What follows belongs to an exercise in optimizing a design on an open flow for small area, a short achievable clock period and few clock cycles per item; a production flow would make more cautious choices.
Where RTL was checked, it was by simulation tests only, not by an equivalence proof against the original.
The RTL of run 1 was laid out without a check of its function.
Power figures rest on the tool's default switching activity, not on a simulated workload.

==> flow/design.v <==
module og_add_pfx #(parameter W = 57) (
    input  wire [W-1:0] a,
    input  wire [W-1:0] b,
    input  wire         ci,
    output wire [W-1:0] s
);
    localparam L = 6;    
    wire [W:0] g0 = {a & b, ci};
    wire [W:0] p0 = {a ^ b, 1'b0};
    wire [W:0] g [0:L];
    wire [W:0] p [0:L];
    assign g[0] = g0;
    assign p[0] = p0;
    genvar k, i;
    generate
        for (k = 0; k < L; k = k + 1) begin : lev
            for (i = 0; i <= W; i = i + 1) begin : bit_
                if (((i >> k) & 1) == 1) begin : comb
                    localparam integer J = ((i >> k) << k) - 1;
                    assign g[k+1][i] = g[k][i] | (p[k][i] & g[k][J]);
                    assign p[k+1][i] = p[k][i] & p[k][J];
                end else begin : pass
                    assign g[k+1][i] = g[k][i];
                    assign p[k+1][i] = p[k][i];
                end
            end
        end
    endgenerate
    assign s = p0[W:1] ^ g[L][W-1:0];
endmodule
module og_inc_pfx #(parameter W = 63) (
    input  wire [W-1:0] a,
    input  wire         ci,
    output wire [W-1:0] s
);
    localparam L = 6;    
    wire [W:0] p [0:L];
    assign p[0] = {a, ci};
    genvar k, i;
    generate
        for (k = 0; k < L; k = k + 1) begin : lev
            for (i = 0; i <= W; i = i + 1) begin : bit_
                if (((i >> k) & 1) == 1) begin : comb
                    localparam integer J = ((i >> k) << k) - 1;
                    assign p[k+1][i] = p[k][i] & p[k][J];
                end else begin : pass
                    assign p[k+1][i] = p[k][i];
                end
            end
        end
    endgenerate
    assign s = a ^ p[L][W-1:0];
endmodule
module og_lzc57 (
    input  wire [56:0] x,
    output wire [5:0]  z
);
    wire [63:0] v0 = {x, 7'h7F};
    wire [31:0] v1;  wire [31:0] c1;
    wire [15:0] v2;  wire [31:0] c2;
    wire [7:0]  v3;  wire [23:0] c3;
    wire [3:0]  v4;  wire [15:0] c4;
    wire [1:0]  v5;  wire [9:0]  c5;
    genvar i;
    generate
        for (i = 0; i < 32; i = i + 1) begin : l1
            assign v1[i] = v0[2*i+1] | v0[2*i];
            assign c1[i] = ~v0[2*i+1];
        end
        for (i = 0; i < 16; i = i + 1) begin : l2
            assign v2[i] = v1[2*i+1] | v1[2*i];
            assign c2[2*i+1:2*i] = v1[2*i+1] ? {1'b0, c1[2*i+1]} : {1'b1, c1[2*i]};
        end
        for (i = 0; i < 8; i = i + 1) begin : l3
            assign v3[i] = v2[2*i+1] | v2[2*i];
            assign c3[3*i+2:3*i] = v2[2*i+1] ? {1'b0, c2[4*i+3:4*i+2]} : {1'b1, c2[4*i+1:4*i]};
        end
        for (i = 0; i < 4; i = i + 1) begin : l4
            assign v4[i] = v3[2*i+1] | v3[2*i];
            assign c4[4*i+3:4*i] = v3[2*i+1] ? {1'b0, c3[6*i+5:6*i+3]} : {1'b1, c3[6*i+2:6*i]};
        end
        for (i = 0; i < 2; i = i + 1) begin : l5
            assign v5[i] = v4[2*i+1] | v4[2*i];
            assign c5[5*i+4:5*i] = v4[2*i+1] ? {1'b0, c4[8*i+7:8*i+4]} : {1'b1, c4[8*i+3:8*i]};
        end
    endgenerate
    assign z = v5[1] ? {1'b0, c5[9:5]} : {1'b1, c5[4:0]};
endmodule
module og_shamt (
    input  wire [10:0] e,
    input  wire [10:0] f,
    output wire [5:0]  sh
);
    wire [10:0] d;
    og_add_pfx #(.W(11)) u_sub (.a(e), .b(~f), .ci(1'b1), .s(d));
    assign sh = d[5:0] | {6{|d[10:6]}};
endmodule
module og_add_bk #(parameter W = 57) (
    input  wire [W-1:0] a,
    input  wire [W-1:0] b,
    input  wire         ci,
    output wire [W-1:0] s
);
    localparam L = 6;       
    localparam N = W + 1;   
    wire [N-1:0] g0 = {a & b, ci};
    wire [N-1:0] p0 = {a ^ b, 1'b0};
    wire [N-1:0] gu [0:L];
    wire [N-1:0] pu [0:L];
    assign gu[0] = g0;
    assign pu[0] = p0;
    genvar k, i;
    generate
        for (k = 0; k < L; k = k + 1) begin : up
            for (i = 0; i < N; i = i + 1) begin : bit_
                if (((i + 1) % (2 << k)) == 0 && i >= (1 << k)) begin : comb
                    assign gu[k+1][i] = gu[k][i] | (pu[k][i] & gu[k][i - (1 << k)]);
                    assign pu[k+1][i] = pu[k][i] & pu[k][i - (1 << k)];
                end else begin : pass
                    assign gu[k+1][i] = gu[k][i];
                    assign pu[k+1][i] = pu[k][i];
                end
            end
        end
    endgenerate
    wire [N-1:0] gd [0:L];
    assign gd[L] = gu[L];
    generate
        for (k = L - 1; k >= 0; k = k - 1) begin : dn
            for (i = 0; i < N; i = i + 1) begin : bit_
                if (((i + 1) % (2 << k)) == (1 << k) && i >= (2 << k)) begin : comb
                    assign gd[k][i] = gd[k+1][i] | (pu[k][i] & gd[k+1][i - (1 << k)]);
                end else begin : pass
                    assign gd[k][i] = gd[k+1][i];
                end
            end
        end
    endgenerate
    assign s = p0[N-1:1] ^ gd[0][N-2:0];
endmodule
module og_inc_bk #(parameter W = 63) (
    input  wire [W-1:0] a,
    input  wire         ci,
    output wire [W-1:0] s
);
    localparam L = 6;       
    localparam N = W + 1;   
    wire [N-1:0] pu [0:L];
    wire [N-1:0] pd [0:L];
    assign pu[0] = {a, ci};
    genvar k, i;
    generate
        for (k = 0; k < L; k = k + 1) begin : up
            for (i = 0; i < N; i = i + 1) begin : bit_
                if (((i + 1) % (2 << k)) == 0 && i >= (1 << k)) begin : comb
                    assign pu[k+1][i] = pu[k][i] & pu[k][i - (1 << k)];
                end else begin : pass
                    assign pu[k+1][i] = pu[k][i];
                end
            end
        end
    endgenerate
    assign pd[L] = pu[L];
    generate
        for (k = 0; k < L; k = k + 1) begin : dn
            for (i = 0; i < N; i = i + 1) begin : bit_
                if (((i + 1) % (2 << k)) == (1 << k) && i >= (2 << k)) begin : comb
                    assign pd[k][i] = pd[k+1][i] & pd[k+1][i - (1 << k)];
                end else begin : pass
                    assign pd[k][i] = pd[k+1][i];
                end
            end
        end
    endgenerate
    assign s = a ^ pd[0][N-2:0];
endmodule
module og_fadd (
    input  wire        clk,
    input  wire        rst,         
    input  wire        in_valid,
    input  wire [63:0] a,
    input  wire [63:0] b,
    output reg         out_valid,
    output reg  [63:0] y,
    output reg         nf
);
    wire [10:0] ea_in = a[62:52];
    wire [10:0] eb_in = b[62:52];
    wire [5:0]  cab, cba;
    og_shamt u_shab (.e(ea_in), .f(eb_in), .sh(cab));
    og_shamt u_shba (.e(eb_in), .f(ea_in), .sh(cba));
    reg        v0;
    reg [63:0] a0, b0;
    reg        swap0;           
    reg [5:0]  shab0, shba0;    
    always @(posedge clk) begin
        if (rst) v0 <= 1'b0;
        else     v0 <= in_valid;
        a0    <= a;
        b0    <= b;
        swap0 <= (b[62:52] > a[62:52]);
        shab0 <= cab;
        shba0 <= cba;
    end
    wire [10:0] ea = a0[62:52];
    wire [10:0] eb = b0[62:52];
    wire        ha = |ea;
    wire        hb = |eb;
    wire [10:0] ea1 = {ea[10:1], ea[0] | ~ha};
    wire [10:0] eb1 = {eb[10:1], eb[0] | ~hb};
    wire        swap = swap0;
    wire [10:0] xl   = swap ? eb1 : ea1;
    wire [52:0] ml   = swap ? {hb, b0[51:0]} : {ha, a0[51:0]};
    wire [52:0] ms   = swap ? {ha, a0[51:0]} : {hb, b0[51:0]};
    wire        sub  = a0[63] ^ b0[63];
    wire [10:0] eam1 = ea - 11'd1;
    wire [10:0] ebm1 = eb - 11'd1;
    wire [5:0]  cam1 = eam1[5:0] | {6{|eam1[10:6]}};
    wire [5:0]  cbm1 = ebm1[5:0] | {6{|ebm1[10:6]}};
    wire [5:0]  shab = hb ? shab0 : (ha ? cam1 : 6'd0);
    wire [5:0]  shba = ha ? shba0 : (hb ? cbm1 : 6'd0);
    wire [5:0]  sh   = swap ? shba : shab;
    wire        ee  = (ea == eb);
    wire        sgt = ee & (b0[51:0] > a0[51:0]);    
    wire        rev = sub & sgt;
    wire        eq  = ee & (b0[51:0] == a0[51:0]);
    wire        sl  = (swap ? b0[63] : a0[63]) ^ rev;
    wire [55:0] x0 = {ms, 3'b000};
    wire [55:0] x1 = sh[5] ? {32'd0, x0[55:32]} : x0;
    wire        t1 = sh[5] & (|x0[31:0]);
    wire [55:0] x2 = sh[4] ? {16'd0, x1[55:16]} : x1;
    wire        t2 = t1 | (sh[4] & (|x1[15:0]));
    wire [55:0] x3 = sh[3] ? {8'd0, x2[55:8]} : x2;
    wire        t3 = t2 | (sh[3] & (|x2[7:0]));
    wire [55:0] x4 = sh[2] ? {4'd0, x3[55:4]} : x3;
    wire        t4 = t3 | (sh[2] & (|x3[3:0]));
    wire [55:0] x5 = sh[1] ? {2'd0, x4[55:2]} : x4;
    wire        t5 = t4 | (sh[1] & (|x4[1:0]));
    wire [55:0] x6 = sh[0] ? {1'd0, x5[55:1]} : x5;
    wire        t6 = t5 | (sh[0] & x5[0]);
    wire [55:0] al = {x6[55:1], x6[0] | t6};
    wire [56:0] s1;
    og_add_bk #(.W(57)) u_add (
        .a  ({1'b0, ml, 3'b000} ^ {57{rev}}),
        .b  ({1'b0, al} ^ {57{sub & ~rev}}),
        .ci (sub),
        .s  (s1)
    );
    wire sg1 = sl & ~(sub & eq);
    reg        v1;
    reg [56:0] s2;
    reg [10:0] xp2;             
    reg        sg2;
    always @(posedge clk) begin
        if (rst) v1 <= 1'b0;
        else     v1 <= v0;
        s2  <= s1;
        xp2 <= xl + 11'd1;
        sg2 <= sg1;
    end
    reg [56:0] stop;
    integer j;
    always @(*) begin
        for (j = 0; j < 57; j = j + 1)
            stop[j] = (xp2 == 11'd57 - j[10:0]);
    end
    wire [5:0] lz;
    og_lzc57 u_lzc (.x(s2 | stop), .z(lz));
    wire [56:0] n1 = lz[5] ? {s2[24:0], 32'd0} : s2;
    wire [56:0] n2 = lz[4] ? {n1[40:0], 16'd0} : n1;
    wire [56:0] n3 = lz[3] ? {n2[48:0], 8'd0}  : n2;
    wire [56:0] n4 = lz[2] ? {n3[52:0], 4'd0}  : n3;
    wire [56:0] n5 = lz[1] ? {n4[54:0], 2'd0}  : n4;
    wire [56:0] n6 = lz[0] ? {n5[55:0], 1'd0}  : n5;
    wire [55:0] n  = {n6[56:2], n6[1] | n6[0]};
    wire [10:0] ex = xp2 - {5'd0, lz};
    wire        inc = n[2] & (n[1] | n[0] | n[3]);
    wire [62:0] rounded;
    og_inc_bk #(.W(63)) u_inc (
        .a  ({ex & {11{n[55]}}, n[54:3]}),
        .ci (inc),
        .s  (rounded)
    );
    wire nf2 = (&rounded[62:52]) | (s2[56] & (xp2 == 11'd2047));
    always @(posedge clk) begin
        if (rst) out_valid <= 1'b0;
        else     out_valid <= v1;
        y  <= {sg2, rounded};
        nf <= nf2;
    end
endmodule
==> flow/flow/run.sh <==
#!/bin/bash
# The standard ORFS flow (the standard.sh) with a few settings changed:
#  - timing repair aims for a larger setup margin (flow/margin.txt), so the
#    layout is optimised for a shorter achieved period;
#  - extra make settings from flow/extra.txt (one VAR=value per line).
# The clock, constraints and synthesis are the standard flow's own, unchanged.
set -euo pipefail
M=$(cat flow/margin.txt)
ARGS=()
if [[ -f flow/extra.txt ]]; then
  while IFS= read -r line; do [[ -n "$line" ]] && ARGS+=("$line"); done < flow/extra.txt
fi
# run standard.sh's make line with the changed margin and the extra settings
sed -E "s/SETUP_SLACK_MARGIN=[-0-9.]+/SETUP_SLACK_MARGIN=$M/" standard.sh > standard_mod.sh
bash standard_mod.sh "${ARGS[@]}" finish > flow_make.log 2>&1
==> flow/flow/extra.txt <==
BUFFER_PORTS_ARGS=-buffer_cell sky130_fd_sc_hd__buf_1
==> flow/flow/margin.txt <==
18
==> flow/standard.sh <==
#!/bin/bash
# synth_recipe.tcl (not shown) runs the flow's synth.tcl, then flattens the netlist and writes it again
# the make line also repeats each setting of config.mk as NAME=value (left out here)
make -C /OpenROAD-flow-scripts/flow DESIGN_CONFIG=/design/flow/config.mk WORK_HOME=/design/flow/orfs CLKGATE_MAP_FILE= SYNTH_SCRIPT=/design/flow/synth_recipe.tcl "${@:-finish}"
==> flow/config.mk <==
export PLATFORM = sky130hd
export DESIGN_NAME = og_fadd
export DESIGN_NICKNAME = og_fadd
export VERILOG_FILES = /design/flow/design.v
export SDC_FILE = /design/flow/constraint.sdc
export NUM_CORES = 4
export LEC_CHECK = 0
export ABC_AREA = 1
export ABC_CLOCK_PERIOD_IN_PS = 12000
export CAP_MARGIN = 20
export CORE_MARGIN = 2
export CORE_UTILIZATION = 55
export SETUP_SLACK_MARGIN = 1.0
export SLEW_MARGIN = 20
export SYNTH_HIERARCHICAL = 1
export TNS_END_PERCENT = 10
==> flow/constraint.sdc <==
create_clock -name core_clock -period 24.0 [get_ports {clk}]
set_input_delay 4.8000 -clock core_clock [delete_from_list [all_inputs] [get_ports {clk}]]
set_output_delay 4.8000 -clock core_clock [all_outputs]
set_load 0.01 [all_outputs]
==> results of run 1 <==
-- cells by family (layout without fill, tap and decap cells) --
family,after synthesis,count (layout)
AOI/OAI and AO/OA,587,587
xor gates and xnor gates,191,191
adders and majority gates,214,214
buffers and inverters,624,769
DFF,278,278
muxes,47,47
other,2,2
and+or+nand+nor,1822,1831
-- synthesized netlist by cell type (5+ instances only) --
master / number / share of area [%]
nor2_2: 23 / 0.59
o21ai_0: 348 / 7.1
inv_1: 435 / 6.7
dfxtp_1: 278 / 23
or2_1: 9 / 0.23
a21oi_1: 76 / 1.6
nor4_1: 9 / 0.23
nor2_4: 8 / 0.37
a31oi_1: 22 / 0.56
o21bai_1: 35 / 1.1
xnor2_1: 22 / 0.79
inv_2: 14 / 0.22
buf_1: 38 / 0.58
nand2_1: 1024 / 16
ha_1: 176 / 9.0
nor2_1: 199 / 3.1
o31ai_1: 13 / 0.40
clkinv_1: 5 / 0.077
fa_1: 38 / 3.1
nand3_2: 6 / 0.25
xor2_1: 167 / 6.0
mux2i_1: 47 / 1.9
buf_2: 47 / 0.96
nand4_1: 38 / 0.97
nand2_4: 6 / 0.28
a21o_1: 10 / 0.31
o21ai_1: 29 / 0.59
o21a_1: 8 / 0.25
clkbuf_1: 75 / 1.2
nand2_2: 24 / 0.62
buf_4: 5 / 0.15
o22ai_1: 5 / 0.13
or2_2: 9 / 0.23
nor3_1: 29 / 0.59
o211ai_1: 22 / 0.68
nand3_1: 417 / 8.6
a211oi_1: 7 / 0.22
-- per-module statistics from Yosys, one instance, submodules excluded, excerpt --
module    cells inside  area (µm²)  flops+latches  times used
og_shamt            27       121.4              0           2
og_fadd           2886       18640            278           1
og_lzc57           174       804.5              0           1
-- layout make-up --
| type | instances | area [µm²] | area share (%) |
|---|---|---|---|
| Timing Repair Buffer | 257 | 1474 | 5.313 |
| Clock buffer | 44 | 904.6 | 3.261 |
| Clock inverter | 11 | 166.4 | 0.5999 |
| Multi-Input combinational cell | 2872 | 17070 | 61.53 |
| Timing Repair inverter | 2 | 15.01 | 0.05412 |
| Inverter | 455 | 1798 | 6.481 |
| Sequential cell | 278 | 5573 | 20.09 |
| Tap cell | 592 | 740.7 | 2.670 |
-- worst register-to-register path: cells and delay by family, from the launching register on --
kind / cells / cell delay (ns)
simple gates: 15 / 2.27
compound gates: 8 / 1.73
buf+inv: 5 / 0.93
flops: 1 / 0.34
xor+xnor: 1 / 0.18
fa+ha+maj: 1 / 0.16
-- stage by stage --
step	instance area, µm²	hold WS, ns	instances	power (mW)
after detailed placement	25450	0.3121	4403	2.211
after global routing	27740	0.3427	4511	3.010
final	27740	0.3252	4511	2.785
after floorplan	24540	0.3096	3765	1.767
after CTS	26740	0.3253	4467	2.721
after global placement	25450	0.3159	4403	2.169
-- power groups by stage --
stage                     sequential, mW  combinational, mW  clock, mW
after floorplan                    0.676               1.09          0
after global routing               0.696               1.79      0.521
final                              0.689               1.60      0.494
after detailed placement           0.699               1.51          0
after global placement             0.698               1.47          0
after CTS                          0.689               1.53      0.502
-- placed cells by master (no fill, tap or decap), types with 26 or more instances in the layout --
cell / Yosys / routed
buf_4: 5 / 47
a21oi_1: 76 / 74
nor2_2: 23 / 26
nand3_1: 417 / 414
inv_1: 435 / 413
nor2_1: 199 / 191
nand2_2: 24 / 38
fa_1: 38 / 34
clkbuf_16: 0 / 34
o21ai_1: 29 / 53
mux2i_1: 47 / 47
dfxtp_1: 278 / 274
xor2_1: 167 / 165
o21bai_1: 35 / 33
nor3_1: 29 / 26
ha_1: 176 / 165
nand4_1: 38 / 38
buf_1: 38 / 181
o21ai_0: 348 / 313
nand2_1: 1024 / 999
-- final timing paths --
kind / endpoint / startpoint / slack, ns / cells past startpoint
setup / recovery: shba0[1] / a[55] / 17.92 / 10
hold reg to reg: y[63] / sg2 / 0.33 / 0
setup reg to reg: nf / xp2[9] / 18.29 / 30
hold / removal: y[63] / sg2 / 0.33 / 0
-- timing repair --
| action | in CTS | in global routing |
|---|---|---|
| pin swaps | 9 | 42 |
| hold buffers | 0 | 0 |
| buffers inserted | 4 | 35 |
| cloned | 5 | 9 |
| setup endpoints to repair | 100 | 81 |
| resized for setup | 66 | 180 |
-- layer usage --
| layer | up-vias | wire length, µm | global-route usage (%) |
|---|---|---|---|
| li1 | 12500 | - | - |
| met1 | 11617 | 33820 | 42.74 |
| met2 | 1142 | 37980 | 56.46 |
| met3 | 245 | 6117 | 4.582 |
| met4 | 0 | 4085 | 13.24 |
| met5 | - | 0 | 0 |
-- state kept, by name (all words and copies together) (netlist names), 6 cells and up --
signal	flops
a0	64
b0	64
y	64
s2	57
xp2	11
shab0	6
shba0	6
==> impl_metrics.csv, run 1 <==
group,metric,value,unit
setup_path,cpMaxStageDelayCell,"fa_2",
floorplan,core_area,0.04403,mm²
setup_path,slowest_delay,0.48,ns
routing,routedWlPerCell,18.18,µm
power,swShare,48.41,%
routing,viasPerCell,5.654,
setup_path,crit_top_cell,"nand2_2",
synth,synth_edf_count,0,
sta,fmax,164.5,MHz
routing,vias,25504,
placement,gp_congestion,1.025,
floorplan,die_h,214.6,µm
clock_tree,cts_buffers,31,
floorplan,die_w,214.6,µm
sta,clock_skew,0.01938,ns
power,cellLeakagePower,13.70,nW
global_route,grt_max_degree,115,
routing,drcViolationCount,0,
routing,postRouteAntennaNets,0,
synth,netlist_area,0.02440,mm²
clock_tree,clkLatencyLatePin,0.61,ns
setup_path,path_class,"in -> reg",
cells_and_area,fillers,4175,
global_route,grt_pass1_wl,123.6,mm
floorplan,initial_core_util,55.42,%
job,cap_viol_max_count,0,
cells_and_area,final_nets,4242,
clock_tree,cts_max_level,1,
global_route,grt_pass1_vias,23513,
setup_path,cp.arrival,6.55,ns
synth,syn_nets,4110,
setup_path,critical_path_buf_inv_count,2,
sta,maxSlewViolCount,0,
synth,synth_fa_ha_area_share,12.14,%
clock_tree,cts_max_path_buffers,3,
synth,synth_xor_area_share,7.010,%
clock_tree,cts_tree,"done",
sta,period_needed,6.081,ns
clock_tree,cts_sinks,278,
placement,hpwlAfterDp,62.75,mm
sta,tns,0,ns
power,pwr-share-comb,57.5,%
clock_tree,ctsRootBufferMaster,"clkbuf_16",
power,p_int,1.437,mW
synth,synthFlopType,"dfxtp_1",
placement,dp_slack,17.03,ns
cells_and_area,post-route-util,63.01,%
synth,seq_area_frac_synth,22.81,%
routing,finalWirelength,82.01,mm
placement,port_buffers,196,
setup_path,crit_path_max_fanout,6,
synth,muxShareOfSynthArea,1.928,%
power,vdd_drop_max,84.38,µV
sta,relSlewSlack,45.55,%
global_route,grt-ovfl-total,0,
synth,synth_compound_area_share,13.34,%
setup_path,crit_family,"simple AND/OR/NAND/NOR gates",
routing,first_iter_violations,2745,
global_route,track_usage,33.28,%
power,p_per_area,100.4,mW/mm²
cells_and_area,syn_to_final_growth,13.69,%
routing,drt-pass1-iter-count,7,
setup_path,critPathLaunchType,"input port",
sta,period_share,25.34,%
power,p_seq_share,24.7,%
min_path,hp-class,"reg -> reg",
synth,synth_cell_types,59,
sta,rsz0062_at_grt,"yes",
sta,worst_pin_slew,0.8082,ns
power,pwr-share-clk,17.7,%
synth,postSynthCellCount,3765,
synth,avgSynthCellArea,6.481,µm²
setup_path,worstPathRequired,24.47,ns
sta,finalHoldViolCount,0,
floorplan,die_area,0.04607,mm²
floorplan,io_pins,197,
clock_tree,path_clk_slew,0.06,ns
synth,synth_simple_gate_area_share,32.69,%
status,status,"finished clean",
cells_and_area,diodes,0,
floorplan,rows,77,
synth,synth_top_family_by_area,"simple AND/OR/NAND/NOR gates",
sta,setup_violations,0,
synth,ys_async_sr_fraction,0,%
setup_path,crit_chain,"buf_4 -> inv_2 -> ha_4 -> nand2_2 -> nor2_1 -> nand3_2 -> nand2_2 -> fa_2 -> nor2_4 -> nand4_1",
setup_path,endpoint_kind,"register",
synth,ys_ff_latch,278,
global_route,antenna_found_initial,0,
cells_and_area,drive_gt1_share,9.058,%
sta,setup_ws,17.92,ns
power,p_sw,1.348,mW
synth,synth_warnings,10,
==> run 2, diff against run 1 <==
--- a/flow/design.v
+++ b/flow/design.v
@@ -91,9 +91,15 @@
     input  wire [10:0] f,
     output wire [5:0]  sh
 );
-    wire [10:0] d;
-    og_add_pfx #(.W(11)) u_sub (.a(e), .b(~f), .ci(1'b1), .s(d));
-    assign sh = d[5:0] | {6{|d[10:6]}};
+    wire [6:0] x   = {1'b0, ~e[5:0]} + {1'b0, f[5:0]};    
+    wire [5:0] dlo = ~x[5:0];                               
+    wire       brw = x[6];                                  
+    wire [5:0] eh  = {1'b0, e[10:6]};
+    wire [5:0] fh  = {1'b0, f[10:6]};
+    wire       gt1 = (eh > fh);
+    wire       gt2 = (eh > fh + 6'd1);
+    wire       big = brw ? gt2 : gt1;                       
+    assign sh = dlo | {6{big}};
 endmodule
 module og_add_bk #(parameter W = 57) (
     input  wire [W-1:0] a,
==> flow/flow/extra.txt (replaced) <==
BUFFER_PORTS_ARGS=-buffer_cell sky130_fd_sc_hd__buf_1
ADDER_MAP_FILE=
--- a/flow/config.mk
+++ b/flow/config.mk
@@ -13,4 +13,3 @@
 export SETUP_SLACK_MARGIN = 1.0
 export SLEW_MARGIN = 20
 export SYNTH_HIERARCHICAL = 1
-export TNS_END_PERCENT = 10
==> impl_metrics.csv, run 2 <==
group,metric,value,unit
synth,muxShareOfSynthArea,1.956,%
floorplan,die_h,213.1,µm
sta,tns,0,ns
power,p_seq_share,23.6,%
synth,seq_area_frac_synth,23.14,%
setup_path,crit_chain,"buf_1",
min_path,worstHoldStart,"sg2",
sta,maxSlewViolCount,0,
synth,avgSynthCellArea,5.872,µm²
synth,synth_xor_area_share,8.078,%
setup_path,path_class,"reg -> out",
clock_tree,path_clk_slew,0.07,ns
cells_and_area,diodes,0,
sta,relSlewSlack,24.93,%
synth,ys_async_sr_fraction,0,%
synth,synth_most_common_cell,"nand2_1",
power,p_int,1.474,mW
power,p_sw,1.457,mW
setup_path,critical_path_buf_inv_count,1,
cells_and_area,final_nets,4310,
cells_and_area,drive_gt1_share,7.474,%
floorplan,initial_core_util,55.84,%
sta,period_needed,5.863,ns
synth,synth_compound_area_share,14.71,%
clock_tree,ctsRootBufferMaster,"clkbuf_16",
setup_path,cp.arrival,1.06,ns
setup_path,rr_startpoint,"xp2[8]",
cells_and_area,post-route-util,61.14,%
floorplan,core_area,0.04308,mm²
setup_path,critPathLaunchType,"register",
clock_tree,cts_sinks,278,
floorplan,io_pins,197,
floorplan,die_area,0.04542,mm²
setup_path,slowest_delay,0.34,ns
sta,period_share,24.43,%
global_route,track_usage,32.70,%
clock_tree,cts-hold-fix-buffers,0,
synth,synth_cell_types,67,
setup_path,critical_path.startpoint,"y[54]",
placement,gp_congestion,1.007,
routing,postRouteAntennaNets,0,
cells_and_area,syn_to_final_growth,9.488,%
clock_tree,clkLatencyLatePin,0.58,ns
global_route,grt_pass1_wl,118.1,mm
sta,worst_pin_slew,1.114,ns
routing,first_iter_violations,2258,
power,total_power,2.930,mW
power,pwr-share-comb,60.3,%
sta,fmax,170.6,MHz
routing,drcViolationCount,0,
sta,rsz0062_at_grt,"yes",
sta,clock_skew,0.02243,ns
synth,synth_simple_gate_area_share,41.37,%
routing,finalWirelength,74.61,mm
power,vdd_drop_max,73.11,µV
global_route,grt_pass1_vias,22598,
setup_path,cpMaxStageDelayCell,"dfxtp_1",
status,status,"finished clean",
synth,synth_top_family_by_area,"simple AND/OR/NAND/NOR gates",
synth,netlist_area,0.02405,mm²
cells_and_area,fillers,4379,
synth,ys_ff_latch,278,
synth,synth_area_leaders,"dfxtp_1, nand2_1, nand3_1",
clock_tree,cts_max_path_buffers,3,
synth,synth_common_cells,"nand2_1, nand3_1, inv_1, nor2_1, o21ai_0",
routing,viasPerCell,5.313,
power,cellLeakagePower,12.77,nW
power,p_per_area,111.3,mW/mm²
clock_tree,cts_buffers,29,
power,swShare,49.70,%
synth,postSynthCellCount,4096,
setup_path,crit_path_max_fanout,1,
sta,setup_ws,18.14,ns
routing,drt-pass1-iter-count,6,
setup_path,crit_family,"flip-flops",
setup_path,endpoint_kind,"output pin",
synth,synthFlopType,"dfxtp_1",
global_route,grt-ovfl-total,0,
floorplan,rows,76,
routing,vias,25428,
synth,synth_edf_count,0,
job,cap_viol_max_count,0,
power,pwr-share-clk,16.1,%
synth,synth_warnings,9,
min_path,hp-class,"reg -> reg",
global_route,antenna_found_initial,0,
floorplan,die_w,213.1,µm
clock_tree,cts_tree,"done",
cells_and_area,final_common_cell,"nand2_1",
synth,syn_nets,4227,
placement,dp_slack,16.90,ns
synth,synth_fa_ha_area_share,0.04161,%
sta,setup_violations,0,
placement,hpwlAfterDp,59.15,mm
cells_and_area,mostFrequentLayoutCells,"nand2_1, nand3_1, inv_1",
sta,whs,0.3132,ns
setup_path,worstPathRequired,19.20,ns
placement,port_buffers,196,
sta,finalHoldViolCount,0,
clock_tree,cts_max_level,1,
synth,yosysTopAreaCell,"dfxtp_1",
global_route,grt_max_degree,109,
synth,netlist.area_leader.share,23.14,%
routing,routedWlPerCell,15.59,µm
cells_and_area,reg_top3,"a0 x64, b0 x64, y x64",
## run 2: changes by cell type after synthesis, sizes merged, moves of 9 or more
| cell | before | now |
|---|---|---|
| inv | 449 | 466 |
| nand4 | 39 | 28 |
| a21oi | 79 | 93 |
| fa | 38 | 0 |
| nand3 | 423 | 470 |
| a31oi | 22 | 13 |
| buf | 94 | 106 |
| o21ai | 378 | 403 |
| xnor2 | 24 | 109 |
| xor2 | 167 | 112 |
| ha | 176 | 0 |
| nor2 | 233 | 439 |
| nor3 | 33 | 47 |
| nand2 | 1055 | 1230 |
## run 2: final cells by class
| type | count | area [µm²] | share of cell area [%] |
|---|---|---|---|
| Clock inverter | 16 | 217.7 | 0.8267 |
| Clock buffer | 37 | 785.8 | 2.984 |
| Timing Repair Buffer | 222 | 1015 | 3.853 |
| Sequential cell | 278 | 5579 | 21.18 |
| Timing Repair inverter | 3 | 20.02 | 0.07602 |
| Inverter | 473 | 1800 | 6.837 |
| Tap cell | 585 | 732.0 | 2.779 |
| Multi-Input combinational cell | 3172 | 16190 | 61.46 |
## run 2: final timing paths
path	end	slack (ns)	cells past startpoint
setup / recovery	y[54]	18.14	1
hold / removal	y[63]	0.31	0
setup reg to reg	nf	18.38	35
hold reg to reg	y[63]	0.31	0
## run 2: cell families after synthesis
family | count (synthesis)
adders and majority gates | 1
AOI/OAI and AO/OA | 631
muxes | 47
buffers and inverters | 648
DFF | 278
and+or+nand+nor | 2270
xor gates and xnor gates | 221
## run 2: Yosys stat by module, one instance, submodules excluded, excerpt
| module | flops+latches | area [µm²] | cells inside |
|---|---|---|---|
| og_lzc57 | 0 | 804.5 | 174 |
| og_shamt | 0 | 531.8 | 112 |
| og_fadd | 278 | 18410 | 2973 |
## run 2: repair_timing
item / CTS / global route
buffers inserted: 5 / 2
gates resized for setup: 19 / 97
endpoints found under the setup margin: 54 / 75
pin swaps: 2 / 3
gates cloned: 4 / 1
## run 2: stage by stage
step,std cells,area [µm²]
5_1_grt,4786,26340
2_1_floorplan,4096,24050
6_report,4786,26340
3_5_place_dp,4721,24920
3_3_place_gp,4721,24920
4_1_cts,4783,26050
## run 2: power by group through the flow
| stage | Sequential, mW | Clock (mW) | Combinational (mW) |
|---|---|---|---|
| 2_1_floorplan | 0.678 | 0 | 1.32 |
| 3_3_place_gp | 0.697 | 0 | 1.70 |
| 3_5_place_dp | 0.698 | 0 | 1.71 |
| 4_1_cts | 0.688 | 0.480 | 1.73 |
| 5_1_grt | 0.701 | 0.499 | 2.01 |
| 6_report | 0.692 | 0.471 | 1.77 |
## run 2: layer usage
metal	vias up	routed length (µm)	global-route usage [%]
met3	165	5000	3.971
met1	11082	33110	43.73
met4	0	3498	13.43
li1	13307	-	-
met2	874	33000	53.29
met5	-	0	0
Testbench counts of run 2, summed over its fixed seeds: cycles 12,024, items 12,000.
==> run 3, diff against run 2 <==
==> flow/flow/extra.txt (replaced) <==
BUFFER_PORTS_ARGS=-buffer_cell sky130_fd_sc_hd__buf_1
==> impl_metrics.csv, run 3 <==
group,metric,value,unit
sta,period_needed,5.878,ns
setup_path,crit_family,"flip-flops",
floorplan,rows,77,
clock_tree,cts_tree,"done",
sta,rsz0062_at_grt,"yes",
placement,hpwlAfterDp,65.19,mm
floorplan,core_area,0.04432,mm²
placement,dp.cells,4451,
cells_and_area,final_nets,4286,
synth,ys_async_sr_fraction,0,%
sta,period_share,24.49,%
global_route,use_met3,4.355,%
sta,tns,0,ns
synth,synth_edf_count,0,
synth,seq_area_frac_synth,22.52,%
routing,finalWirelength,84.22,mm
setup_path,critPathLaunchType,"register",
setup_path,cp.arrival,1.08,ns
floorplan,die_h,216.0,µm
floorplan,die_area,0.04665,mm²
routing,first_iter_violations,2460,
global_route,met2_usage,58.77,%
routing,postRouteAntennaNets,0,
cells_and_area,diodes,0,
routing,drt-pass1-iter-count,8,
routing,vias,25911,
clock_tree,cts-hold-fix-buffers,0,
power,cellLeakagePower,13.52,nW
setup_path,crit_path_max_fanout,1,
global_route,grt_pass1_wl,128.5,mm
job,cap_viol_max_count,0,
clock_tree,ctsRootBufferMaster,"clkbuf_16",
clock_tree,cts_max_level,1,
floorplan,die_w,216.0,µm
synth,avgSynthCellArea,6.477,µm²
sta,clock_skew,0.02348,ns
synth,synth_common_cells,"nand2_1, nand3_1, inv_1, o21ai_0, dfxtp_1",
synth,postSynthCellCount,3816,
sta,finalHoldViolCount,0,
synth,synth_area_leaders,"dfxtp_1, nand2_1, nand3_1",
sta,worst_pin_slew,1.060,ns
clock_tree,cts_buffers,29,
global_route,gr-usage-met1,43.62,%
synth,synthFlopType,"dfxtp_1",
cells_and_area,drive_gt1_share,7.688,%
synth,synth_most_common_cell,"nand2_1",
synth,synth_warnings,9,
global_route,top_usage_layer,"met2",
cells_and_area,syn_to_final_growth,11.16,%
setup_path,cpMaxStageDelayCell,"dfxtp_1",
floorplan,io_pins,197,
placement,port_buffers,196,
clock_tree,clkLatencyLatePin,0.59,ns
global_route,track_usage,34.29,%
power,p_per_area,113.7,mW/mm²
setup_path,worstPathRequired,19.20,ns
synth,netlist.area_leader.share,22.52,%
cells_and_area,post-route-util,61.99,%
global_route,grt_pass1_vias,24208,
sta,setup_ws,18.12,ns
cells_and_area,fillers,4171,
status,status,"finished clean",
synth,netlist_area,0.02471,mm²
sta,fmax,170.1,MHz
sta,whs,0.3468,ns
clock_tree,path_clk_slew,0.06,ns
placement,dp_slack,17.20,ns
cells_and_area,reg_top3,"a0 x64, b0 x64, y x64",
routing,drcViolationCount,0,
routing,viasPerCell,5.700,
setup_path,endpoint_kind,"output pin",
power,vdd_drop_max,94.99,µV
setup_path,slowest_delay,0.31,ns
synth,ys_ff_latch,278,
sta,maxSlewViolCount,0,
clock_tree,cts_sinks,278,
setup_path,crit_chain,"buf_1",
cells_and_area,mostFrequentLayoutCells,"nand2_1, nand3_1, inv_1",
setup_path,critical_path_buf_inv_count,1,
sta,relSlewSlack,29.10,%
global_route,antenna_found_initial,0,
cells_and_area,final_common_cell,"nand2_1",
clock_tree,cts_max_path_buffers,3,
synth,yosysTopAreaCell,"dfxtp_1",
min_path,hp-class,"reg -> reg",
routing,routedWlPerCell,18.53,µm
synth,syn_nets,4171,
global_route,grt-ovfl-total,0,
global_route,grt_max_degree,119,
floorplan,initial_core_util,55.77,%
cells_and_area,instances_no_fill,4546,
placement,gp_congestion,1.042,
synth,synth_cell_types,63,
setup_path,path_class,"reg -> out",
sta,setup_violations,0,
[run 3: logic make-up (layout without fill, tap and decap cells)]
kind of cell | Yosys count | in the layout | share of synthesized area (%)
adders and majority gates | 224 | 224 | 12.31
xor gates and xnor gates | 181 | 181 | 6.414
AOI/OAI and AO/OA | 578 | 578 | 13.02
muxes | 43 | 43 | 1.741
and+or+nand+nor | 1877 | 1888 | 33.67
buffers and inverters | 635 | 762 | 10.33
DFF | 278 | 278 | 22.52
[run 3: per-module statistics from Yosys (local to each module, per instance), excerpt]
| module | cells inside | copies in the design |
|---|---|---|
| og_shamt | 111 | 2 |
| og_lzc57 | 174 | 1 |
| og_fadd | 2912 | 1 |
[run 3: timing repair]
action	4_1_cts	5_1_grt
pin swaps	3	11
cloned	6	9
resized for setup	33	125
setup endpoints to repair	61	90
buffers inserted	0	26
[run 3: area by class of cell]
class                   count  area (µm²)  area share (%)
flip-flops and latches    278        5574           20.29
repair buffers            245        1249           4.545
clock inverters            14       176.4          0.6422
repair inverters            2       15.01         0.05465
inverters                 461        1784           6.495
clock buffers              40       838.3           3.051
well taps                 592       740.7           2.696
multi-input cells        2914       17100           62.23
[run 3: stage by stage]
step / total power [mW] / cell area [µm²]
3_5_place_dp: 2.548 / 25610
2_1_floorplan: 2.047 / 24750
6_report: 3.124 / 27470
5_1_grt: 3.388 / 27470
4_1_cts: 3.051 / 26780
3_3_place_gp: 2.499 / 25610
[run 3: final timing paths]
| check | startpoint | slack [ns] | cells after the start | to |
|---|---|---|---|---|
| hold reg to reg | sg2 | 0.35 | 0 | y[63] |
| hold / removal | sg2 | 0.35 | 0 | y[63] |
| setup / recovery | y[45] | 18.12 | 1 | y[45] |
| setup reg to reg | a0[53] | 18.33 | 32 | s2[54] |
[run 3: where the power goes]
part	switching, mW	total, mW	internal, mW	leakage, nW
registers	0.0934	0.700	0.606	2.34
logic	1.30	1.95	0.650	10.7
clock network	0.194	0.473	0.279	0.498
[run 3: metal layers]
| metal | routed length, µm | share of wire [%] |
|---|---|---|
| met1 | 34390 | 41 |
| met2 | 39700 | 47 |
| met3 | 5813 | 6.9 |
| met4 | 4323 | 5.1 |
| met5 | 0 | 0 |
==> run 4, diff against run 3 <==
--- a/flow/config.mk
+++ b/flow/config.mk
@@ -10,6 +10,8 @@
 export CAP_MARGIN = 20
 export CORE_MARGIN = 2
 export CORE_UTILIZATION = 55
+export CTS_CLUSTER_DIAMETER = 100
+export CTS_CLUSTER_SIZE = 20
 export SETUP_SLACK_MARGIN = 1.0
 export SLEW_MARGIN = 20
 export SYNTH_HIERARCHICAL = 1
==> impl_metrics.csv, run 4 <==
group,metric,value,unit
sta,finalHoldViolCount,0,
setup_path,rr_startpoint,"a0[35]",
cells_and_area,diodes,0,
synth,syn_nets,4171,
placement,dp_slack,17.20,ns
cells_and_area,regArea,0.005574,mm²
synth,muxShareOfSynthArea,1.742,%
synth,synth_top_family_by_area,"simple AND/OR/NAND/NOR gates",
setup_path,worstPathRequired,24.45,ns
sta,setup_violations,0,
routing,vias,25614,
placement,dp.cells,4451,
cells_and_area,final_nets,4273,
sta,worst_pin_slew,1.004,ns
placement,gp_congestion,1.042,
synth,yosysTopAreaCell,"dfxtp_1",
clock_tree,clkLatencyLatePin,0.56,ns
min_path,worstHoldStart,"sg2",
floorplan,initial_core_util,55.77,%
setup_path,r2r_cells,29,
clock_tree,path_clk_slew,0.08,ns
global_route,grt_pass1_vias,23910,
routing,finalWirelength,82.96,mm
synth,avgSynthCellArea,6.477,µm²
power,cellLeakagePower,13.27,nW
min_path,whs_path_depth,0,
clock_tree,cts_sinks,278,
routing,drt-pass1-iter-count,6,
clock_tree,ctsRootBufferMaster,"clkbuf_16",
synth,synth_simple_gate_area_share,33.67,%
floorplan,core_area,0.04432,mm²
global_route,grt_pass1_wl,127.0,mm
setup_path,reg2reg_to,"s2[55]",
synth,synth_edf_count,0,
floorplan,die_h,216.0,µm
synth,synthFlopType,"dfxtp_1",
synth,synth_area_leaders,"dfxtp_1, nand2_1, nand3_1",
clock_tree,cts-hold-fix-buffers,0,
min_path,worst_hold_path.endpoint,"y[63]",
cells_and_area,instances_no_fill,4514,
clock_tree,cts_buffers,19,
power,vdd_drop_max,92.53,µV
cells_and_area,syn_to_final_growth,9.158,%
clock_tree,cts_tree,"done",
floorplan,die_area,0.04665,mm²
clock_tree,cts_max_level,1,
cells_and_area,fillers,4271,
routing,postRouteAntennaNets,0,
setup_path,critPathLaunchType,"input port",
synth,seq_area_frac_synth,22.52,%
global_route,track_usage,33.89,%
cells_and_area,drive_gt1_share,7.012,%
global_route,antenna_found_initial,0,
synth,synth_warnings,9,
routing,first_iter_violations,2427,
setup_path,crit_path_max_fanout,6,
setup_path,reg2reg_slack,18.29,ns
sta,clock_skew,0.02043,ns
synth,ys_async_sr_fraction,0,%
synth,netlist.area_leader.share,22.52,%
floorplan,die_w,216.0,µm
synth,ys_ff_latch,278,
synth,synth_xor_area_share,6.414,%
clock_tree,cts_max_path_buffers,3,
placement,port_buffers,196,
sta,tns,0,ns
synth,synth_fa_ha_area_share,12.31,%
synth,synth_most_common_cell,"nand2_1",
sta,period_needed,5.892,ns
synth,synth_common_cells,"nand2_1, nand3_1, inv_1, o21ai_0, dfxtp_1",
cells_and_area,mostFrequentLayoutCells,"nand2_1, nand3_1, inv_1",
routing,drcViolationCount,0,
cells_and_area,multi_input_area,0.01708,mm²
routing,routedWlPerCell,18.38,µm
global_route,grt-ovfl-total,0,
synth,synth_compound_area_share,13.02,%
synth,synth_cell_types,63,
power,p_per_area,110.1,mW/mm²
status,status,"finished clean",
routing,viasPerCell,5.674,
sta,relSlewSlack,32.86,%
setup_path,endpoint_kind,"register",
cells_and_area,reg_top3,"a0 x64, b0 x64, y x64",
placement,hpwlAfterDp,65.19,mm
min_path,hp-class,"reg -> reg",
sta,period_share,24.55,%
sta,fmax,169.7,MHz
sta,setup_ws,18.11,ns
synth,netlist_area,0.02471,mm²
cells_and_area,final_common_cell,"nand2_1",
setup_path,cp.arrival,6.34,ns
sta,maxSlewViolCount,0,
setup_path,path_class,"in -> reg",
global_route,grt_max_degree,119,
floorplan,rows,77,
sta,whs,0.3431,ns
floorplan,io_pins,197,
sta,rsz0062_at_grt,"yes",
job,cap_viol_max_count,0,
synth,postSynthCellCount,3816,
-- run 4: worst max-delay path by stage --
stage	start	end	slack, ns
floorplan	a[54]	swap0	17.87
global placement	a[53]	swap0	17.50
detailed placement	xp2[10]	nf	17.20
CTS	xp2[7]	nf	17.94
global route	xp2[2]	nf	17.89
finish	a[53]	swap0	18.11
-- run 4: cells by family after synthesis --
logic type      count (synthesis)
fa+ha+maj                     224
mux                            43
xor+xnor                      181
simple gates                 1877
flops                         278
buf+inv                       635
compound gates                578
-- run 4: per-layer routing --
layer  vias up  wire length [µm]  track usage (%)
li1      12663                 -                -
met1     11720             34180            43.76
met2       996             38760            57.73
met3       235              5680            4.073
met4         0              4333            13.15
met5         -                 0                0
-- run 4: critical path: stages --
cell      delay [ns]
clkbuf_2        0.16
inv_1           0.06
ha_1            0.30
inv_1           0.08
o31ai_1         0.07
nand3_1         0.07
a21oi_1         0.06
a211oi_1        0.21
o21ai_1         0.10
a221o_1         0.29
o41ai_1         0.07
inv_1           0.06
-- run 4: timing repair --
action,4_1_cts,5_1_grt
setup buffers,0,24
gates cloned,6,8
endpoints found under the setup margin,69,94
pin swaps,3,11
gates resized for setup,33,123
endpoints found under the hold margin,0,0
-- run 4: layout make-up --
type                            count  share of cell area [%]
Multi-Input combinational cell   2914                   63.32
Sequential cell                   278                   20.66
Inverter                          461                   6.613
Timing Repair Buffer              242                   4.526
Tap cell                          592                   2.746
Clock buffer                       20                   1.776
Clock inverter                      5                  0.3061
Timing Repair inverter              2                 0.05565
-- run 4: report_power, final --
group	internal, mW	switching (mW)
clock network	0.158	0.170
registers	0.605	0.0933
logic	0.650	1.29
-- run 4: Yosys stat by module, one instance, submodules excluded, a selection --
module,cells,cell area (µm²)
og_shamt,111,660.6
og_fadd,2912,18830
og_lzc57,174,804.5
-- run 4: metrics by stage --
stage | utilization [%] | cell area (µm²) | total power, mW
finish | 60.88 | 26980 | 2.970
global route | 60.88 | 26980 | 3.232
CTS | 59.42 | 26330 | 2.893
detailed placement | 57.80 | 25610 | 2.548
global placement | 57.80 | 25610 | 2.499
floorplan | - | 24750 | 2.047
==> run 5, diff against run 4 <==
==> flow/flow/extra.txt (replaced) <==
BUFFER_PORTS_ARGS=-buffer_cell sky130_fd_sc_hd__buf_1
ADDER_MAP_FILE=
==> flow/flow/margin.txt (replaced) <==
18.2
==> impl_metrics.csv, run 5 <==
group,metric,value,unit
status,status,"finished clean",
global_route,grt_pass1_wl,115.2,mm
synth,synth_warnings,9,
setup_path,critPathLaunchType,"register",
synth,avgSynthCellArea,5.872,µm²
setup_path,cp.arrival,1.01,ns
placement,place_area,0.02495,mm²
sta,period_needed,5.810,ns
clock_tree,cts-hold-fix-buffers,0,
synth,syn_nets,4227,
global_route,antenna_found_initial,0,
cells_and_area,fin_area,0.02657,mm²
setup_path,crit_family,"flip-flops",
cells_and_area,diodes,0,
power,total_power,2.879,mW
routing,wl_met3,4.864,mm
clock_tree,cts_tree,"done",
sta,setup_ws,18.19,ns
setup_path,cpMaxStageDelayCell,"dfxtp_1",
sta,relSlewSlack,28.79,%
floorplan,die_h,213.1,µm
setup_path,crit_chain,"buf_2",
setup_path,endpoint_kind,"output pin",
synth,synth_most_common_cell,"nand2_1",
clock_tree,ctsRootBufferMaster,"clkbuf_16",
synth,yosysTopAreaCell,"dfxtp_1",
floorplan,rows,76,
setup_path,worstPathRequired,19.20,ns
sta,period_share,24.21,%
cells_and_area,syn_to_final_growth,10.47,%
placement,hpwlAfterDp,58.66,mm
cells_and_area,reg_top3,"a0 x64, b0 x64, y x64",
clock_tree,cts_max_path_buffers,3,
cells_and_area,mostFrequentLayoutCells,"nand2_1, nand3_1, inv_1",
cells_and_area,final_common_cell,"nand2_1",
cells_and_area,fillers,4430,
sta,maxSlewViolCount,0,
sta,finalHoldViolCount,0,
global_route,track_usage,31.90,%
setup_path,slowest_delay,0.33,ns
setup_path,crit_path_max_fanout,1,
floorplan,initial_core_util,55.84,%
cells_and_area,final_nets,4317,
floorplan,io_pins,197,
global_route,grt_pass1_vias,21659,
routing,met1_length,33.49,mm
synth,synth_cell_types,67,
routing,first_iter_violations,2419,
cells_and_area,post-route-util,61.69,%
setup_path,critical_path_buf_inv_count,1,
synth,synth_area_leaders,"dfxtp_1, nand2_1, nand3_1",
power,p_per_area,108.4,mW/mm²
synth,synth_common_cells,"nand2_1, nand3_1, inv_1, nor2_1, o21ai_0",
global_route,grt_max_degree,115,
synth,ys_async_sr_fraction,0,%
global_route,grt-ovfl-total,0,
routing,finalWirelength,75.30,mm
synth,synthFlopType,"dfxtp_1",
synth,postSynthCellCount,4096,
routing,routed.top_layer,"met4",
floorplan,core_area,0.04308,mm²
routing,dr_wl_met2,32.81,mm
sta,worst_pin_slew,1.057,ns
synth,seq_area_frac_synth,23.14,%
floorplan,die_area,0.04542,mm²
synth,ys_ff_latch,278,
clock_tree,cts_sinks,278,
routing,drcViolationCount,0,
job,cap_viol_max_count,0,
clock_tree,clkLatencyLatePin,0.55,ns
power,vdd_drop_max,65.24,µV
clock_tree,path_clk_slew,0.09,ns
sta,tns,0,ns
sta,clock_skew,0.02613,ns
placement,dp_slack,16.66,ns
routing,routedWlPerCell,15.76,µm
synth,synth_edf_count,0,
routing,postRouteAntennaNets,0,
synth,netlist.area_leader.share,23.14,%
min_path,hp-class,"reg -> reg",
sta,rsz0062_at_grt,"yes",
clock_tree,cts_buffers,18,
sta,fmax,172.1,MHz
placement,gp_congestion,1.032,
sta,setup_violations,0,
placement,port_buffers,196,
routing,vias,25616,
cells_and_area,drive_gt1_share,10.57,%
floorplan,die_w,213.1,µm
synth,netlist_area,0.02405,mm²
routing,viasPerCell,5.362,
clock_tree,cts_max_level,1,
power,cellLeakagePower,12.97,nW
routing,drt-pass1-iter-count,6,
setup_path,path_class,"reg -> out",
## run 5: changes by cell type after synthesis, sizes merged, moves of 30 or more
cell / change
nor2: +221
ha: -192
nand2: +181
fa: -32
nand3: -31
o21ai: +31
xnor2: +30
## run 5: per-module statistics from Yosys, one instance, submodules excluded, a selection
module    cells inside  flops+latches  times used
og_fadd           2973            278           1
og_shamt           112              0           2
og_lzc57           174              0           1
## run 5: where the power goes
part / switching [mW] / total, mW / internal (mW)
clock: 0.163 / 0.314 / 0.151
combinational: 1.20 / 1.87 / 0.666
sequential: 0.0939 / 0.699 / 0.605
## run 5: repair_timing
| action | in CTS | in global routing |
|---|---|---|
| cloned | 4 | 5 |
| pin swaps | 2 | 10 |
| resized for setup | 125 | 180 |
| endpoints found under the setup margin | 165 | 141 |
| setup buffers | 5 | 16 |
## run 5: metal layers
| layer | track usage (%) | up-vias |
|---|---|---|
| met4 | 14.06 | 0 |
| li1 | - | 13308 |
| met2 | 50.23 | 966 |
| met3 | 3.736 | 192 |
| met1 | 43.80 | 11150 |
| met5 | 0 | - |
## run 5: final timing paths
check / startpoint / endpoint / slack (ns) / depth (start not counted)
max reg2reg: xp2[3] / nf / 18.50 / 35
max: y[60] / y[60] / 18.19 / 1
min reg2reg: sg2 / y[63] / 0.34 / 0
min: sg2 / y[63] / 0.34 / 0
## run 5: cell families (layout without fill, tap and decap cells)
group           count (synthesis)  in the layout  share of synthesized area, %
flops                         278            278                         23.14
fa+ha+maj                       1              1                       0.04162
compound gates                631            631                         14.71
buf+inv                       648            742                         10.71
xor+xnor                      221            221                         8.078
simple gates                 2270           2272                         41.37
mux                            47             47                         1.956
## run 5: metrics by stage
step / cells / hold WS (ns)
global route: 4777 / 0.3481
finish: 4777 / 0.3418
detailed placement: 4721 / 0.3402
floorplan: 4096 / 0.3096
global placement: 4721 / 0.3101
CTS: 4756 / 0.3454
## run 5: layout make-up
type                       instances  area, µm²  area share [%]
inverter                         473       1819           6.847
timing repair inverter             3      20.02         0.07534
tap                              585      732.0           2.755
sequential                       278       5622           21.16
multi-input combinational       3172      16320           61.41
clock inverter                     3      23.77         0.08947
timing repair buffer             240       1528           5.749
clock buffer                      23      510.5           1.921
==> run 6, diff against run 5 <==
==> flow/flow/margin.txt (replaced) <==
18
==> impl_metrics.csv, run 6 <==
group,metric,value,unit
cells_and_area,syn_to_final_growth,7.912,%
global_route,track_usage,32.53,%
synth,synth_edf_count,0,
routing,routedWlPerCell,15.65,µm
synth,synth_most_common_cell,"nand2_1",
clock_tree,cts_max_path_buffers,3,
synth,synthFlopType,"dfxtp_1",
min_path,hp-class,"reg -> reg",
routing,first_iter_violations,2409,
placement,gp_congestion,1.007,
synth,netlist.area_leader.share,23.14,%
cells_and_area,final_nets,4304,
setup_path,crit_path_max_fanout,1,
global_route,grt-ovfl-total,0,
synth,synth_area_leaders,"dfxtp_1, nand2_1, nand3_1",
cells_and_area,diodes,0,
synth,ys_ff_latch,278,
sta,setup_violations,0,
global_route,grt_pass1_wl,117.5,mm
status,status,"finished clean",
floorplan,die_area,0.04542,mm²
cells_and_area,final_common_cell,"nand2_1",
cells_and_area,instances_no_fill,4762,
setup_path,endpoint_kind,"output pin",
power,vdd_drop_max,78.76,µV
synth,yosysTopAreaCell,"dfxtp_1",
sta,worst_pin_slew,1.140,ns
placement,hpwlAfterDp,59.15,mm
synth,avgSynthCellArea,5.872,µm²
floorplan,initial_core_util,55.84,%
routing,vias,25292,
routing,viasPerCell,5.311,
routing,drcViolationCount,0,
sta,maxSlewViolCount,0,
synth,synth_warnings,9,
setup_path,cp.arrival,1.03,ns
setup_path,critical_path_buf_inv_count,1,
sta,rsz0062_at_grt,"yes",
global_route,grt_pass1_vias,22427,
clock_tree,path_clk_slew,0.07,ns
setup_path,worstPathRequired,19.20,ns
placement,port_buffers,196,
synth,synth_common_cells,"nand2_1, nand3_1, inv_1, nor2_1, o21ai_0",
synth,ys_async_sr_fraction,0,%
sta,relSlewSlack,23.19,%
setup_path,path_class,"reg -> out",
sta,tns,0,ns
sta,period_needed,5.826,ns
clock_tree,cts_buffers,19,
sta,clock_skew,0.02467,ns
setup_path,crit_family,"flip-flops",
setup_path,critPathLaunchType,"register",
clock_tree,ctsRootBufferMaster,"clkbuf_16",
routing,finalWirelength,74.52,mm
floorplan,io_pins,197,
synth,syn_nets,4227,
sta,fmax,171.6,MHz
setup_path,crit_chain,"buf_1",
cells_and_area,reg_top3,"a0 x64, b0 x64, y x64",
global_route,grt_max_degree,109,
cells_and_area,drive_gt1_share,7.206,%
sta,finalHoldViolCount,0,
power,cellLeakagePower,12.60,nW
sta,period_share,24.28,%
synth,synth_cell_types,67,
placement,dp.cells,4721,
setup_path,slowest_delay,0.35,ns
routing,postRouteAntennaNets,0,
setup_path,cpMaxStageDelayCell,"dfxtp_1",
cells_and_area,mostFrequentLayoutCells,"nand2_1, nand3_1, inv_1",
clock_tree,cts_sinks,278,
clock_tree,clkLatencyLatePin,0.55,ns
floorplan,rows,76,
floorplan,core_area,0.04308,mm²
clock_tree,cts_max_level,1,
floorplan,die_h,213.1,µm
job,cap_viol_max_count,0,
clock_tree,cts_tree,"done",
synth,postSynthCellCount,4096,
synth,seq_area_frac_synth,23.14,%
routing,drt-pass1-iter-count,6,
power,p_per_area,107.1,mW/mm²
synth,netlist_area,0.02405,mm²
floorplan,die_w,213.1,µm
global_route,antenna_found_initial,0,
## run 6: per-layer routing
layer  vias to the layer above  GRT usage [%]  routed length, µm
met5                         -              0                  0
met2                       870          52.94              32890
met3                       165          3.883               5176
met1                     10998          43.84              33060
li1                      13259              -                  -
met4                         0          12.71               3406
## run 6: power by group
part	internal (mW)	switching (mW)	leakage [nW]	total [mW]
Combinational	0.599	1.18	9.99	1.78
Sequential	0.600	0.0927	2.34	0.692
Clock	0.146	0.165	0.258	0.311
Total	1.35	1.43	12.6	2.78
## run 6: path summary, 6_finish.rpt
| path | depth (start not counted) | start | endpoint | slack [ns] |
|---|---|---|---|---|
| worst max-delay path | 1 | y[54] | y[54] | 18.17 |
| worst min-delay path | 0 | sg2 | y[63] | 0.34 |
| worst max register to register | 30 | xp2[7] | nf | 18.37 |
| worst min register to register | 0 | sg2 | y[63] | 0.34 |
## run 6: final cells by class
class,instances,area (µm²)
Inverter,473,1804
Multi-Input combinational cell,3173,16230
Clock inverter,5,57.56
Clock buffer,20,479.2
Sequential cell,278,5582
Fill cell,4430,17120
Timing Repair inverter,3,20.02
Timing Repair Buffer,225,1055
Tap cell,585,732.0
## run 6: per-module statistics from Yosys (local to each module, per instance), excerpt
module | times used | cell area [µm²] | cells inside
og_shamt | 2 | 531.8 | 112
og_fadd | 1 | 18410 | 2973
og_lzc57 | 1 | 804.5 | 174
## run 6: logic make-up after synthesis
logic type | after synthesis | share of synthesized area, %
AND/OR/NAND/NOR | 2270 | 41.37
AO/OA/AOI/OAI | 631 | 14.71
multiplexers | 47 | 1.956
buffers and inverters | 648 | 10.71
XOR/XNOR | 221 | 8.078
flip-flops | 278 | 23.14
adder cells (fa/ha/maj) | 1 | 0.04162
## run 6: timing repair
item	in CTS	in global routing
gates resized for setup	20	111
endpoints found under the setup margin	54	71
buffers inserted	5	4
cloned	4	3
hold buffers	0	0
pin swaps	2	5
## run 6: stage by stage
stage	total power, mW	area [µm²]	utilization [%]	hold slack [ns]	worst slack [ns]
floorplan	1.999	24050	-	0.3096	18.09
global placement	2.400	24920	57.86	0.3104	17.09
detailed placement	2.408	24920	57.86	0.3316	16.90
CTS	2.734	25590	59.41	0.3445	18.01
global route	3.052	25960	60.26	0.3449	17.88
finish	2.779	25960	60.26	0.3404	18.17
==> run 7, diff against run 6 <==
--- a/flow/config.mk
+++ b/flow/config.mk
@@ -7,11 +7,11 @@
 export LEC_CHECK = 0
 export ABC_AREA = 1
 export ABC_CLOCK_PERIOD_IN_PS = 12000
-export CAP_MARGIN = 20
+export CAP_MARGIN = 10
 export CORE_MARGIN = 2
-export CORE_UTILIZATION = 55
+export CORE_UTILIZATION = 65
 export CTS_CLUSTER_DIAMETER = 100
 export CTS_CLUSTER_SIZE = 20
 export SETUP_SLACK_MARGIN = 1.0
-export SLEW_MARGIN = 20
+export SLEW_MARGIN = 10
 export SYNTH_HIERARCHICAL = 1
==> impl_metrics.csv, run 7 <==
group,metric,value,unit
status,status,"finished clean",
synth,yosysTopAreaCell,"dfxtp_1",
routing,wl_met3,6.302,mm
cells_and_area,diodes,0,
cells_and_area,instances_no_fill,4651,
routing,met1_length,29.76,mm
sta,fmax,171.5,MHz
setup_path,rr_startpoint,"xp2[3]",
routing,drcViolationCount,0,
setup_path,cp.arrival,1.03,ns
min_path,worstHoldStart,"sg2",
setup_path,critical_path_buf_inv_count,1,
sta,period_needed,5.830,ns
floorplan,initial_core_util,65.86,%
cells_and_area,fillers,3411,
synth,netlist.area_leader.share,23.14,%
power,total_power,2.765,mW
routing,first_iter_violations,2699,
placement,gp_congestion,1.060,
setup_path,reg2reg_slack,18.27,ns
cells_and_area,final_common_cell,"nand2_1",
cells_and_area,multi_input_area,0.01613,mm²
global_route,grt-ovfl-total,0,
routing,vias,25770,
setup_path,crit_chain,"buf_1",
synth,netlist_area,0.02405,mm²
clock_tree,clkLatencyLatePin,0.54,ns
routing,dr_wl_met2,30.83,mm
floorplan,die_area,0.03856,mm²
synth,synth_cell_types,67,
synth,synth_most_common_cell,"nand2_1",
setup_path,crit_family,"flip-flops",
sta,finalHoldViolCount,0,
sta,period_share,24.29,%
routing,routed.top_layer,"met4",
cells_and_area,drive_gt1_share,7.052,%
routing,postRouteAntennaNets,0,
setup_path,path_class,"reg -> out",
clock_tree,cts_tree,"done",
sta,worst_pin_slew,1.073,ns
cells_and_area,mostFrequentLayoutCells,"nand2_1, nand3_1, inv_1",
job,cap_viol_max_count,0,
synth,synth_common_cells,"nand2_1, nand3_1, inv_1, nor2_1, o21ai_0",
synth,synth_area_leaders,"dfxtp_1, nand2_1, nand3_1",
synth,ys_async_sr_fraction,0,%
power,p_per_area,107.1,mW/mm²
clock_tree,cts-hold-fix-buffers,0,
min_path,whs_path_depth,0,
clock_tree,cts_buffers,18,
placement,place_area,0.02478,mm²
sta,maxSlewViolCount,0,
power,cellLeakagePower,12.63,nW
floorplan,io_pins,197,
min_path,worst_hold_path.endpoint,"y[63]",
sta,rsz0062_at_grt,"yes",
floorplan,core_area,0.03652,mm²
sta,clock_skew,0.01745,ns
clock_tree,cts_max_path_buffers,3,
synth,synth_edf_count,0,
floorplan,rows,70,
clock_tree,ctsRootBufferMaster,"clkbuf_16",
synth,avgSynthCellArea,5.872,µm²
setup_path,cpMaxStageDelayCell,"dfxtp_1",
power,vdd_drop_max,66.71,µV
sta,relSlewSlack,27.69,%
floorplan,die_w,196.4,µm
synth,syn_nets,4227,
setup_path,r2r_cells,31,
routing,viasPerCell,5.541,
setup_path,reg2reg_to,"nf",
sta,setup_violations,0,
global_route,grt_pass1_wl,112.1,mm
cells_and_area,post-route-util,70.71,%
cells_and_area,reg_top3,"a0 x64, b0 x64, y x64",
floorplan,die_h,196.4,µm
cells_and_area,final_nets,4311,
setup_path,slowest_delay,0.34,ns
global_route,track_usage,35.75,%
synth,synthFlopType,"dfxtp_1",
synth,postSynthCellCount,4096,
setup_path,crit_path_max_fanout,1,
placement,dp.cells,4605,
clock_tree,path_clk_slew,0.08,ns
placement,hpwlAfterDp,55.99,mm
min_path,hp-class,"reg -> reg",
setup_path,critPathLaunchType,"register",
routing,drt-pass1-iter-count,7,
synth,synth_warnings,9,
sta,tns,0,ns
routing,finalWirelength,71.12,mm
placement,port_buffers,196,
global_route,grt_pass1_vias,22406,
cells_and_area,regArea,0.005573,mm²
clock_tree,cts_max_level,1,
cells_and_area,syn_to_final_growth,7.361,%
routing,routedWlPerCell,15.29,µm
clock_tree,cts_sinks,278,
global_route,antenna_found_initial,0,
global_route,grt_max_degree,113,
synth,seq_area_frac_synth,23.14,%
setup_path,worstPathRequired,19.20,ns
synth,ys_ff_latch,278,
cells_and_area,fin_area,0.02582,mm²
setup_path,endpoint_kind,"output pin",
run 7: how the worst max path moves through the flow:
stage | depth (start not counted) | start | slack, ns | to
after floorplan | 10 | a[52] | 18.09 | swap0
after global placement | 30 | xp2[8] | 17.27 | nf
after detailed placement | 30 | xp2[8] | 17.09 | nf
after CTS | 39 | xp2[8] | 17.82 | nf
after global routing | 40 | xp2[8] | 17.83 | nf
final | 1 | y[14] | 18.17 | y[14]
run 7: metrics by stage:
| step | hold WS (ns) | setup slack, ns |
|---|---|---|
| after global routing | 0.3490 | 17.83 |
| after global placement | 0.3107 | 17.27 |
| after detailed placement | 0.3143 | 17.09 |
| final | 0.3270 | 18.17 |
| after floorplan | 0.3096 | 18.09 |
| after CTS | 0.3283 | 17.82 |
run 7: what timing repair did:
item                                    4_1_cts  5_1_grt
endpoints found under the setup margin       70       64
gates cloned                                  0        4
pin swaps                                     1        4
buffers inserted                              8       11
resized for setup                            15       80
run 7: routing by layer:
layer / track usage (%) / vias up
li1: - / 13283
met1: 47.22 / 11167
met2: 57.12 / 1091
met3: 5.116 / 229
met4: 18.07 / 0
met5: 0 / -
run 7: power breakdown:
group	leakage, nW	switching, mW	internal, mW	total [mW]
registers	2.34	0.0850	0.599	0.684
clock network	0.250	0.157	0.144	0.302
logic	10.0	1.18	0.601	1.78
run 7: final cells by class:
type                       count  share of cell area [%]
timing repair buffer         239                   4.768
tap                          468                   2.268
sequential                   278                   21.58
multi-input combinational   3170                   62.45
clock buffer                  21                   1.870
inverter                     473                   6.972
clock inverter                 2                 0.09690
run 7: per-module statistics from Yosys (local to each module, per instance), excerpt:
module    area (µm²)  cells  times used
og_lzc57       804.5    174           1
og_fadd        18410   2973           1
og_shamt       531.8    112           2
run 7: logic make-up after synthesis:
family / share of synthesized area (%)
AOI/OAI and AO/OA: 14.71
xor gates and xnor gates: 8.078
and+or+nand+nor: 41.37
adders and majority gates: 0.04162
buffers and inverters: 10.71
muxes: 1.956
DFF: 23.14

==> port drivers added, routing unchanged <==
The results above use ideal ports. As a check the final layouts listed here were re-extracted and re-timed, cells and wires unchanged. Step 1: set_driving_cell puts a clkbuf_16 on clk and a buf_2 on each other input, an assumption about the parent block. Step 2, shift: input delay + t, output delay - t, t = (earliest + latest rising clock arrival at the registers) / 2. This alone moves slack from input paths to output paths. Slacks: no drivers / after step 1 / after step 2; pairs: no drivers / after step 1.
| run | shift t [ns] | setup slack, ns | worst setup path at the end | slew at the worst register clock pin (ns) | cell pins on the clock port's net |
|---|---|---|---|---|---|
| run 1 | 0.657 | 17.919 / 17.914 / 17.257 | input to register | 0.07 / 0.07 | 1 |
| run 2 | 0.628 | 18.137 / 18.077 / 17.592 | input to register | 0.07 / 0.07 | 1 |
| run 3 | 0.637 | 18.122 / 18.060 / 17.508 | input to register | 0.07 / 0.07 | 1 |
| run 4 | 0.605 | 18.108 / 18.083 / 17.520 | input to register | 0.08 / 0.08 | 1 |
| run 5 | 0.595 | 18.190 / 18.130 / 17.797 | input to register | 0.09 / 0.09 | 1 |
| run 6 | 0.595 | 18.174 / 18.113 / 17.633 | input to register | 0.09 / 0.09 | 1 |
| run 7 | 0.593 | 18.170 / 18.111 / 17.707 | input to register | 0.09 / 0.09 | 1 |
After both steps setup and hold are still met in every run listed. For run 1, which loses most, drivers alone change the setup slack by -0.005 ns; drivers and shift together by -0.662 ns.
